From an optimization exercise on the open Yosys and OpenROAD flow, aimed at small area; shortcuts taken in it are not production practice. Where RTL was checked, it was by simulation tests only, not by an equivalence proof against the original. Power figures rest on the tool's default switching activity, not on a simulated workload.

== run 1 ==
Design ym7128b, start of the top module:
module ym7128b (
    input  wire        clk,
    input  wire        rst,
    input  wire        cmd_valid,
    output wire        cmd_ready,
    input  wire [31:0] cmd,
    output reg         rd_valid,
    output wire [7:0]  rd_data,
    output reg         smp_valid,
    output reg  [13:0] smp_l0,    
    output reg  [13:0] smp_r0,
    output reg  [13:0] smp_l1,    
    output reg  [13:0] smp_r1     
);
Size: about 1,900 cells after synthesis, roughly 100 I/O pins, roughly 26,000 µm² of cells after synthesis.
Settings: LEC_CHECK=0, CAP_MARGIN=20, CORE_MARGIN=2, CORE_UTILIZATION=65, SLEW_MARGIN=20, SYNTH_HIERARCHICAL=1; clock period 100.0 ns.
standard.sh (not shown) runs the stock make flow with config.mk's settings and CLKGATE_MAP_FILE= SYNTH_SCRIPT=/design/flow/synth_recipe.tcl, a recipe that flattens the netlist after the stock synthesis.
==> flow/flow/run.sh <==
#!/bin/bash
# The standard layout (standard.sh: standard synthesis, floorplan, power
# grid, placement, CTS, routing), built with two changes:
#  * port buffers use the smallest buffer, buf_1, instead of clkdlybuf4s50_1
#    (every port still gets its own buffer);
#  * clock tree: clkbuf_4 leaf clusters of up to 10 sinks within 40 um, and no
#    dummy loads.  The clock is not delayed or skewed on purpose.
# Each tool's full output is in standard.log.
set -euo pipefail
export BUFFER_PORTS_ARGS="-buffer_cell sky130_fd_sc_hd__buf_1"
export CTS_ARGS="-sink_clustering_enable -repair_clock_nets -dont_use_dummy_load -buf_list sky130_fd_sc_hd__clkbuf_4 -sink_clustering_size 10 -sink_clustering_max_diameter 40"
bash standard.sh > standard.log 2>&1
Run 1 completed; timing, DRC and antenna clean
What run 2 does differently from run 1 at the input level:
-- flow/design.v --
<<< run 1, line 185
    wire sel_pr = pframe & ((jn == 5'd21) | (jn == 5'd23));
    wire avg    = sel_xr | sel_r | sel_pl;
    wire [12:0] opm;
    wire        oc, us;
    ym7128b_operand u_op (
        .sel_y(sel_y), .sel_d(sel_d), .sel_a(sel_a), .sel_x(sel_x), .sel_l(sel_l), .sel_r(sel_r),
        .sel_xr(sel_xr), .sel_pl(sel_pl), .sel_pr(sel_pr), .avg(avg),
        .ylp(ylp), .drd(drd), .w(smp_l0), .xl(cmd[13:0]), .xr(cmd[27:14]), .lacc(smp_l1), .racc(smp_r1),
        .prevl(prevl), .prevr(prevr), .opm(opm), .oc(oc), .us(us));
    wire caseb = (sel_d & (raddr[0] ^ ~half)) | sel_a | (pframe & (jn == 5'd0));
    wire ld    = pframe & (half ? ~caseb : caseb);
>>> run 2, line 185
    wire sel_pr = pframe & ((jn == 5'd21) | (jn == 5'd23));
    wire avg    = sel_xr | sel_r | sel_pl;
    wire [13:0] opa = ({14{sel_y}} & ylp)    | ({14{sel_d}} & drd)    | ({14{sel_a}} & smp_l0)
                    | ({14{sel_x}} & cmd[13:0]) | ({14{sel_l}} & smp_l1) | ({14{sel_r}} & smp_r1);
    wire [13:0] opb = ({14{sel_xr}} & cmd[27:14]) | ({14{sel_pl}} & prevl) | ({14{sel_pr}} & prevr);
    reg [14:0] u; reg uc, ua, ub;
    always @* begin
        uc = 1'b0;
        for (b = 0; b < 15; b = b + 1) begin
            ua = opa[(b < 14) ? b : 13];
            ub = opb[(b < 14) ? b : 13];
            u[b] = ua ^ ub ^ uc;
            uc = (ua & ub) | (ua & uc) | (ub & uc);
        end
    end
    wire        us  = u[14];
    wire [14:0] uv  = u ^ {15{us}};
    wire [12:0] opm = avg ? uv[13:1] : uv[12:0];
    wire        oc  = us & (~avg | uv[0]);
    wire caseb = (sel_d & (raddr[0] ^ ~half)) | sel_a | (pframe & (jn == 5'd0));
    wire ld    = pframe & (half ? ~caseb : caseb);
<<< run 1, line 303
             | ({14{sel[12]}} & d12) | ({14{sel[13]}} & d13) | ({14{sel[14]}} & d14) | ({14{sel[15]}} & d15);
endmodule
module ym7128b_operand (
    input  wire sel_y, sel_d, sel_a, sel_x, sel_l, sel_r, sel_xr, sel_pl, sel_pr, avg,
    input  wire [13:0] ylp, drd, w, xl, xr, lacc, racc, prevl, prevr,
    output wire [12:0] opm,
    output wire        oc,
    output wire        us
);
    integer b;
    wire [13:0] opa = ({14{sel_y}} & ylp)    | ({14{sel_d}} & drd)    | ({14{sel_a}} & w)
                    | ({14{sel_x}} & xl) | ({14{sel_l}} & lacc) | ({14{sel_r}} & racc);
    wire [13:0] opb = ({14{sel_xr}} & xr) | ({14{sel_pl}} & prevl) | ({14{sel_pr}} & prevr);
    reg [14:0] u; reg uc, ua, ub;
    always @* begin
        uc = 1'b0;
        for (b = 0; b < 15; b = b + 1) begin
            ua = opa[(b < 14) ? b : 13];
            ub = opb[(b < 14) ? b : 13];
            u[b] = ua ^ ub ^ uc;
            uc = (ua & ub) | (ua & uc) | (ub & uc);
        end
    end
    assign      us  = u[14];
    wire [14:0] uv  = u ^ {15{us}};
    assign opm = avg ? uv[13:1] : uv[12:0];
    assign oc  = us & (~avg | uv[0]);
endmodule
>>> run 2, line 313
             | ({14{sel[12]}} & d12) | ({14{sel[13]}} & d13) | ({14{sel[14]}} & d14) | ({14{sel[15]}} & d15);
endmodule
Results
Run 1 → run 2: sequential share of layout area lower, power spent charging and discharging nets now sits higher. Run 1 → run 2: register share of total power went down 6.3 points, met3 capacity usage during global routing went down 0.56 points, worst hold slack went up 0.013 ns. Looking at synthesized area across both flows, run 2 is the weaker of the two, with run 1 ahead. When run 2 is measured against run 1, its wire length on met2 turns out about 17% higher. [diff] core area, run 2 relative to run 1: regression.
Function not checked in run 2: the RTL went through the layout flow alone.

afterwards: timing with drivers on the ports:
No port has a modelled driver above. Below, the same layouts with a new extraction and two added sets of constraints. Step 1 assumes that a clkbuf_16 drives the clock port and a buf_2 every other input. Step 2, shift: input delay + t, output delay - t, t = (earliest + latest rising clock arrival at the registers) / 2. This alone moves slack from input paths to output paths. a / b / c = ideal ports / drivers / drivers and shift; a / b = the first two.
run | t, ns | setup slack, ns | slew at the worst register clock pin (ns) | worst slew at a driven data input, ns | pins driven straight from the clock port
run 1 | 0.847 | 56.960 / 56.937 / 56.937 | 0.11 / 0.11 | 0.09 | 1
run 2 | 0.872 | 57.213 / 57.188 / 57.086 | 0.11 / 0.11 | 0.07 | 1
After both steps every run listed still meets setup and hold. For run 2, which loses most, drivers alone change the setup slack by -0.025 ns; drivers and shift together by -0.127 ns.
